This design comes from an exercise in tuning for small area, a short achievable clock period and few clock cycles per item on the open sky130 flow, not from production work. At most, simulation tests tie the RTL to the original design; equivalence was not proved. No activity file was given, so power comes from the tool's default toggle rates.

==> run X <==
==> flow/design.v <==
`timescale 1ns/1ps
module x64ptw_entry_decode (
    input  wire [1:0]  lv,
    input  wire [63:0] raw,
    output wire        leaf,
    output wire        big1g,         
    output wire        big2m,         
    output wire [4:0]  frame_shift,
    output wire [27:0] frame_ref,
    output wire        dirty,
    output wire        global_pg,
    output wire        pat,
    output wire [63:0] reserved,
    output wire        faulty
);
    wire l1 = (lv == 2'd0);
    wire l2 = (lv == 2'd1);
    wire l3 = (lv == 2'd2);
    wire l4 = (lv == 2'd3);
    assign big1g     = l3 & raw[7];
    assign big2m     = l2 & raw[7];
    assign leaf      = l1 | big1g | big2m;
    assign dirty     = leaf & raw[6];
    assign global_pg = leaf & raw[8];
    assign pat       = l1 ? raw[7] : ((big1g | big2m) & raw[12]);
    assign frame_shift = big1g ? 5'd30 : big2m ? 5'd21 : 5'd12;
    assign frame_ref[9:0]   = big1g ? raw[39:30] : big2m ? raw[30:21] : raw[21:12];
    assign frame_ref[18:10] = big1g ? 9'd0 : big2m ? raw[39:31] : raw[30:22];
    assign frame_ref[27:19] = (big1g | big2m) ? 9'd0 : raw[39:31];
    assign reserved[6:0]   = 7'd0;
    assign reserved[7]     = l4 & raw[7];
    assign reserved[12:8]  = 5'd0;
    assign reserved[20:13] = (big1g | big2m) ? raw[20:13] : 8'd0;
    assign reserved[29:21] = big1g ? raw[29:21] : 9'd0;
    assign reserved[39:30] = 10'd0;
    assign reserved[51:40] = raw[51:40];
    assign reserved[63:52] = 12'd0;
    assign faulty = (|raw[51:40]) | (l4 & raw[7]) |
                    ((big1g | big2m) & (|raw[20:13])) | (big1g & (|raw[29:21]));
endmodule
`timescale 1ns/1ps
module x64ptw (
    input  wire        clk,
    input  wire        rst,
    input  wire        cmd_valid,
    output wire        cmd_ready,
    input  wire [63:0] cmd_root,
    input  wire [63:0] cmd_va,
    input  wire        abort_req,
    output wire        mem_req_valid,
    input  wire        mem_req_ready,
    output wire [63:0] mem_req_addr,
    input  wire        mem_rsp_valid,
    input  wire [63:0] mem_rsp_data,
    input  wire        mem_rsp_err,
    output wire        ent_valid,
    output wire [2:0]  ent_level,
    output wire [8:0]  ent_index,
    output wire [63:0] ent_table_base,
    output wire [63:0] ent_raw,
    output wire        ent_leaf,
    output wire        ent_present,
    output wire        ent_writable,
    output wire        ent_user,
    output wire        ent_write_through,
    output wire        ent_cache_disable,
    output wire        ent_accessed,
    output wire        ent_exec_disable,
    output wire        ent_ps_valid,
    output wire        ent_ps,
    output wire        ent_dirty,
    output wire        ent_global,
    output wire        ent_pat,
    output wire [4:0]  ent_frame_shift,
    output wire [27:0] ent_frame_ref,
    output wire [63:0] ent_reserved,
    output wire        ent_faulty,
    output wire        rsp_valid,
    output wire [2:0]  rsp_status,
    output wire        rsp_mapped,
    output wire [63:0] rsp_page_base,
    output wire [4:0]  rsp_page_shift,
    output wire [29:0] rsp_page_offset,
    output wire [63:0] rsp_pa,
    output wire [2:0]  rsp_count,
    output wire [63:0] rsp_info
);
    reg        st_req;       
    reg        st_wait;      
    reg        st_done;      
    reg [1:0]  lv_q;         
    reg [47:0] va_q;
    reg [63:0] base_q;       
    reg [63:3] nxt_q;        
    reg        nxt_ok;       
    reg        nxt_canon;    
    wire [63:0] raw = mem_rsp_data;
    function [8:0] va_index(input [1:0] lv, input [47:0] va);
        case (lv)
            2'd3:    va_index = va[47:39];
            2'd2:    va_index = va[38:30];
            2'd1:    va_index = va[29:21];
            default: va_index = va[20:12];
        endcase
    endfunction
    wire [8:0]  index     = va_index(lv_q, va_q);
    wire [1:0]  lv_next   = lv_q - 2'd1;
    wire [8:0]  index_nxt = va_index(lv_next, va_q);
    wire [63:0] cur_addr  = (lv_q == 2'd3) ? {nxt_q, base_q[2:0]} : {base_q[63:12], index, 3'b000};
    wire canonical = (cmd_va[63:47] == 17'd0) || (cmd_va[63:47] == 17'h1FFFF);
    wire        d_leaf, d_big1g, d_big2m;
    wire [4:0]  d_shift;
    wire [27:0] d_frame;
    x64ptw_entry_decode u_dec (
        .lv         (lv_q),
        .raw        (raw),
        .leaf       (d_leaf),
        .big1g      (d_big1g),
        .big2m      (d_big2m),
        .frame_shift(d_shift),
        .frame_ref  (d_frame),
        .dirty      (ent_dirty),
        .global_pg  (ent_global),
        .pat        (ent_pat),
        .reserved   (ent_reserved),
        .faulty     (ent_faulty)
    );
    wire answer   = st_wait & mem_rsp_valid;
    wire stop     = mem_rsp_err | !raw[0] | d_leaf | abort_req;
    wire w_end    = answer & stop;                
    wire w_next   = answer & !stop;               
    wire idle     = !(st_req | st_wait | st_done);
    assign cmd_ready = idle | st_done | w_end;
    wire accept      = cmd_valid & cmd_ready;
    wire first_req   = accept & nxt_ok & nxt_canon;
    assign mem_req_valid = st_req | w_next | first_req;
    assign mem_req_addr  = (st_wait & !stop) ? {24'd0, raw[39:12], index_nxt, 3'b000} :
                           st_req ? cur_addr : {nxt_q, cmd_root[2:0]};
    wire nxt_hold = (lv_q == 2'd3) & (st_req | (st_wait & !mem_rsp_valid));
    wire [63:3] nxt_sum;
    x64ptw_first_addr u_first (
        .root (cmd_root[63:3]),
        .index(cmd_va[47:39]),
        .addr (nxt_sum)
    );
    always @(posedge clk) begin
        if (!nxt_hold)
            nxt_q <= nxt_sum;
        nxt_canon <= canonical;
        nxt_ok    <= cmd_valid & !accept & !nxt_hold;
    end
    always @(posedge clk) begin
        if (rst) begin
            st_req  <= 1'b0;
            st_wait <= 1'b0;
            st_done <= 1'b0;
        end else if (accept) begin
            st_req  <= canonical & !(nxt_ok & mem_req_ready);
            st_wait <= canonical & nxt_ok & mem_req_ready;
            st_done <= !canonical;
        end else if (w_next) begin
            st_req  <= !mem_req_ready;
            st_wait <= mem_req_ready;
        end else begin
            if (st_req & mem_req_ready) begin
                st_req  <= 1'b0;
                st_wait <= 1'b1;
            end
            if (w_end)
                st_wait <= 1'b0;
            st_done <= 1'b0;
        end
    end
    always @(posedge clk) begin
        if (cmd_ready) begin
            va_q   <= cmd_va[47:0];
            base_q <= {canonical ? cmd_root[63:48] : cmd_va[63:48], cmd_root[47:0]};
            lv_q   <= 2'd3;
        end else if (w_next) begin
            base_q <= {24'd0, raw[39:12], 12'd0};
            lv_q   <= lv_next;
        end
    end
    assign ent_valid         = answer & !mem_rsp_err;
    assign ent_level         = {1'b0, lv_q} + 3'd1;
    assign ent_index         = index;
    assign ent_table_base    = base_q;
    assign ent_raw           = raw;
    assign ent_leaf          = d_leaf;
    assign ent_present       = raw[0];
    assign ent_writable      = raw[1];
    assign ent_user          = raw[2];
    assign ent_write_through = raw[3];
    assign ent_cache_disable = raw[4];
    assign ent_accessed      = raw[5];
    assign ent_exec_disable  = raw[63];
    assign ent_ps_valid      = (lv_q != 2'd0);
    assign ent_ps            = (lv_q != 2'd0) & raw[7];
    assign ent_frame_shift   = d_shift;
    assign ent_frame_ref     = d_frame;
    wire mapped = st_wait & !mem_rsp_err & raw[0] & d_leaf;
    wire [29:0] offset = d_big1g ? va_q[29:0] :
                         d_big2m ? {9'd0, va_q[20:0]} : {18'd0, va_q[11:0]};
    wire [39:0] pbase  = {raw[39:30],
                          d_big1g ? 9'd0 : raw[29:21],
                          (d_big1g | d_big2m) ? 9'd0 : raw[20:12],
                          12'd0};
    assign rsp_valid       = st_done | w_end;
    assign rsp_status      = st_done ? 3'd1 :
                             mem_rsp_err ? 3'd2 :
                             (raw[0] & !d_leaf) ? 3'd7 : 3'd0;
    assign rsp_mapped      = mapped;
    assign rsp_page_base   = mapped ? {24'd0, pbase} : 64'd0;
    assign rsp_page_shift  = mapped ? d_shift : 5'd0;
    assign rsp_page_offset = mapped ? offset : 30'd0;
    assign rsp_pa          = mapped ? {24'd0, pbase | {10'd0, offset}} : 64'd0;
    assign rsp_count       = st_done ? 3'd0 : ({1'b0, ~lv_q} + {2'd0, !mem_rsp_err});
    assign rsp_info        = st_done ? {base_q[63:48], va_q} : mem_rsp_err ? cur_addr : 64'd0;
endmodule
module x64ptw_first_addr (
    input  wire [63:3] root,
    input  wire [8:0]  index,
    output wire [63:3] addr
);
    assign addr = root + {52'd0, index};
endmodule
==> flow/flow/run.sh <==
#!/bin/bash
# Standard layout with plain buffers (not delay cells) on the ports and with
# adders left to abc as plain gates (no ripple half/full adder cells).
set -euo pipefail
export BUFFER_PORTS_ARGS="-buffer_cell sky130_fd_sc_hd__buf_1"
export ADDER_MAP_FILE=
bash standard.sh > standard.log 2>&1
==> flow/standard.sh <==
#!/bin/bash
# synth_recipe.tcl (not shown) runs the flow's synth.tcl, then flattens the netlist and writes it again
# the make line also repeats each setting of config.mk as NAME=value (left out here)
make -C /OpenROAD-flow-scripts/flow DESIGN_CONFIG=/design/flow/config.mk WORK_HOME=/design/flow/orfs CLKGATE_MAP_FILE= SYNTH_SCRIPT=/design/flow/synth_recipe.tcl "${@:-finish}"
==> flow/config.mk <==
export PLATFORM = sky130hd
export DESIGN_NAME = x64ptw
export DESIGN_NICKNAME = x64ptw
export VERILOG_FILES = /design/flow/design.v
export SDC_FILE = /design/flow/constraint.sdc
export NUM_CORES = 4
export LEC_CHECK = 0
export ABC_CLOCK_PERIOD_IN_PS = 2000
export CAP_MARGIN = 20
export CORE_AREA = 5 5 275 275
export CTS_BUF_LIST = sky130_fd_sc_hd__clkbuf_8 sky130_fd_sc_hd__clkbuf_16
export CTS_CLUSTER_SIZE = 12
export DIE_AREA = 0 0 280 280
export PLACE_DENSITY = 0.6
export SETUP_SLACK_MARGIN = 2.2
export SLEW_MARGIN = 20
export SYNTH_HIERARCHICAL = 1
export TNS_END_PERCENT = 10
==> flow/constraint.sdc <==
create_clock -name core_clock -period 6.0 [get_ports {clk}]
set_input_delay 1.2000 -clock core_clock [delete_from_list [all_inputs] [get_ports {clk}]]
set_output_delay 1.2000 -clock core_clock [all_outputs]
set_load 0.01 [all_outputs]
==> run R: changes against run X <==
--- a/flow/design.v
+++ b/flow/design.v
@@ -91,3 +91,3 @@
     reg [1:0]  lv_q;         
-    reg [47:0] va_q;
+    reg [63:0] va_q;
     reg [63:0] base_q;       
@@ -97,3 +97,3 @@
     wire [63:0] raw = mem_rsp_data;
-    function [8:0] va_index(input [1:0] lv, input [47:0] va);
+    function [8:0] va_index(input [1:0] lv, input [63:0] va);
         case (lv)
@@ -108,3 +108,4 @@
     wire [8:0]  index_nxt = va_index(lv_next, va_q);
-    wire [63:0] cur_addr  = (lv_q == 2'd3) ? {nxt_q, base_q[2:0]} : {base_q[63:12], index, 3'b000};
+    wire [63:0] root_addr = base_q + {52'd0, va_q[47:39], 3'b000};
+    wire [63:0] cur_addr  = (lv_q == 2'd3) ? root_addr : {base_q[63:12], index, 3'b000};
     wire canonical = (cmd_va[63:47] == 17'd0) || (cmd_va[63:47] == 17'h1FFFF);
@@ -138,14 +139,6 @@
                            st_req ? cur_addr : {nxt_q, cmd_root[2:0]};
-    wire nxt_hold = (lv_q == 2'd3) & (st_req | (st_wait & !mem_rsp_valid));
-    wire [63:3] nxt_sum;
-    x64ptw_first_addr u_first (
-        .root (cmd_root[63:3]),
-        .index(cmd_va[47:39]),
-        .addr (nxt_sum)
-    );
     always @(posedge clk) begin
-        if (!nxt_hold)
-            nxt_q <= nxt_sum;
+        nxt_q     <= cmd_root[63:3] + {52'd0, cmd_va[47:39]};
         nxt_canon <= canonical;
-        nxt_ok    <= cmd_valid & !accept & !nxt_hold;
+        nxt_ok    <= cmd_valid & !accept;
     end
@@ -175,4 +168,4 @@
         if (cmd_ready) begin
-            va_q   <= cmd_va[47:0];
-            base_q <= {canonical ? cmd_root[63:48] : cmd_va[63:48], cmd_root[47:0]};
+            va_q   <= cmd_va;
+            base_q <= cmd_root;
             lv_q   <= 2'd3;
@@ -217,10 +210,3 @@
     assign rsp_count       = st_done ? 3'd0 : ({1'b0, ~lv_q} + {2'd0, !mem_rsp_err});
-    assign rsp_info        = st_done ? {base_q[63:48], va_q} : mem_rsp_err ? cur_addr : 64'd0;
+    assign rsp_info        = st_done ? va_q : mem_rsp_err ? cur_addr : 64'd0;
 endmodule
-module x64ptw_first_addr (
-    input  wire [63:3] root,
-    input  wire [8:0]  index,
-    output wire [63:3] addr
-);
-    assign addr = root + {52'd0, index};
-endmodule
==> flow/flow/run.sh (replaced) <==
#!/bin/bash
# Standard layout, with plain buffers (not delay cells) on the ports.
set -euo pipefail
export BUFFER_PORTS_ARGS="-buffer_cell sky130_fd_sc_hd__buf_1"
bash standard.sh > standard.log 2>&1
==> flow/config.mk (replaced) <==
export PLATFORM = sky130hd
export DESIGN_NAME = x64ptw
export DESIGN_NICKNAME = x64ptw
export VERILOG_FILES = /design/flow/design.v
export SDC_FILE = /design/flow/constraint.sdc
export NUM_CORES = 4
export LEC_CHECK = 0
export CAP_MARGIN = 20
export CORE_AREA = 5 5 275 275
export DIE_AREA = 0 0 280 280
export PLACE_DENSITY = 0.6
export SLEW_MARGIN = 20
==> run G: changes against run X <==
--- a/flow/design.v
+++ b/flow/design.v
@@ -139,11 +139,5 @@
     wire nxt_hold = (lv_q == 2'd3) & (st_req | (st_wait & !mem_rsp_valid));
-    wire [63:3] nxt_sum;
-    x64ptw_first_addr u_first (
-        .root (cmd_root[63:3]),
-        .index(cmd_va[47:39]),
-        .addr (nxt_sum)
-    );
     always @(posedge clk) begin
         if (!nxt_hold)
-            nxt_q <= nxt_sum;
+            nxt_q <= cmd_root[63:3] + {52'd0, cmd_va[47:39]};
         nxt_canon <= canonical;
@@ -219,8 +213 @@
 endmodule
-module x64ptw_first_addr (
-    input  wire [63:3] root,
-    input  wire [8:0]  index,
-    output wire [63:3] addr
-);
-    assign addr = root + {52'd0, index};
-endmodule
==> flow/flow/run.sh (replaced) <==
#!/bin/bash
# Standard layout with plain buffers (not delay cells) on the ports, adders
# left to abc as plain gates (no ripple half/full adder cells), and pins
# allowed one track apart so that the die can be smaller.
set -euo pipefail
export BUFFER_PORTS_ARGS="-buffer_cell sky130_fd_sc_hd__buf_1"
export ADDER_MAP_FILE=
export PLACE_PINS_ARGS="-min_distance 1 -min_distance_in_tracks"
bash standard.sh > standard.log 2>&1
==> flow/config.mk (replaced) <==
export PLATFORM = sky130hd
export DESIGN_NAME = x64ptw
export DESIGN_NICKNAME = x64ptw
export VERILOG_FILES = /design/flow/design.v
export SDC_FILE = /design/flow/constraint.sdc
export NUM_CORES = 4
export LEC_CHECK = 0
export ABC_CLOCK_PERIOD_IN_PS = 2000
export CAP_MARGIN = 20
export CORE_AREA = 5 5 195 195
export CTS_BUF_LIST = sky130_fd_sc_hd__clkbuf_8
export DIE_AREA = 0 0 200 200
export PLACE_DENSITY = 0.8
export SETUP_SLACK_MARGIN = 2.2
export SLEW_MARGIN = 20
export TNS_END_PERCENT = 10
==> run F: changes against run X <==
--- a/flow/design.v
+++ b/flow/design.v
@@ -139,11 +139,5 @@
     wire nxt_hold = (lv_q == 2'd3) & (st_req | (st_wait & !mem_rsp_valid));
-    wire [63:3] nxt_sum;
-    x64ptw_first_addr u_first (
-        .root (cmd_root[63:3]),
-        .index(cmd_va[47:39]),
-        .addr (nxt_sum)
-    );
     always @(posedge clk) begin
         if (!nxt_hold)
-            nxt_q <= nxt_sum;
+            nxt_q <= cmd_root[63:3] + {52'd0, cmd_va[47:39]};
         nxt_canon <= canonical;
@@ -219,8 +213 @@
 endmodule
-module x64ptw_first_addr (
-    input  wire [63:3] root,
-    input  wire [8:0]  index,
-    output wire [63:3] addr
-);
-    assign addr = root + {52'd0, index};
-endmodule
==> flow/flow/run.sh (replaced) <==
#!/bin/bash
# Standard layout with plain buffers (not delay cells) on the ports, adders
# left to abc as plain gates (no ripple half/full adder cells), and pins
# allowed one track apart so that the die can be smaller.
set -euo pipefail
export BUFFER_PORTS_ARGS="-buffer_cell sky130_fd_sc_hd__buf_1"
export ADDER_MAP_FILE=
export PLACE_PINS_ARGS="-min_distance 1 -min_distance_in_tracks"
bash standard.sh > standard.log 2>&1
==> flow/config.mk (replaced) <==
export PLATFORM = sky130hd
export DESIGN_NAME = x64ptw
export DESIGN_NICKNAME = x64ptw
export VERILOG_FILES = /design/flow/design.v
export SDC_FILE = /design/flow/constraint.sdc
export NUM_CORES = 4
export LEC_CHECK = 0
export ABC_CLOCK_PERIOD_IN_PS = 2000
export CAP_MARGIN = 20
export CORE_AREA = 5 5 195 195
export CTS_BUF_LIST = sky130_fd_sc_hd__clkbuf_8
export DIE_AREA = 0 0 200 200
export PLACE_DENSITY = 0.65
export SETUP_SLACK_MARGIN = 2.2
export SLEW_MARGIN = 20
export TNS_END_PERCENT = 10
==> notes <==
Maximum frequency: run G > run F > run X > run R.
Total power, lowest first: run F, run G, run X, run R.
First-iteration DRC count: run G is larger than run F (about 7%).
Against run X, the cell count of run G is lower by about 16%.
Area after synthesis is the same in run F and run G.
In run F the routed wire length is smaller than in run G, by about 2.6%.
Count of clock-buffer cells in the layout is the same in run G and run X.
The highest non-clock buffer count belongs to run X, the lowest to run F.
Testbench counts of run G, summed over its fixed seeds: cycles 21,230, walks 3,200.
Testbench counts of run F, summed over its fixed seeds: cycles 21,230, walks 3,200.
For run X and run R, only the layout was checked, not whether the RTL still works.

-- what the ideal ports hide --
How much do the figures lean on ideal ports? The routed layouts below were timed once more, with nothing changed but the port constraints.
Step 1, drivers: a clkbuf_16 drives clk and a buf_2 each remaining input, both assumed.
Step 2 times the ports against the registers' clock, not the clock port: input delays grow and output delays shrink by t, the midpoint of the rising clock arrivals with the driver on.
Slacks: ideal / step 1 / step 2; pairs: ideal / step 1.
run | t, ns | setup WS [ns] | worst setup path at the end | pins driven straight from the clock port
run X | 0.535 | 1.961 / 1.919 / 1.846 | input to register | 1
run R | 0.558 | 0.321 / 0.265 / 0.680 | input to output | 1
run G | 0.547 | 2.143 / 2.096 / 2.096 | input to output | 1
run F | 0.548 | 2.112 / 2.065 / 2.065 | input to output | 1
After both steps setup and hold are still met in every run listed. For run X, which loses most, drivers alone change the setup slack by -0.042 ns; drivers and shift together by -0.115 ns.
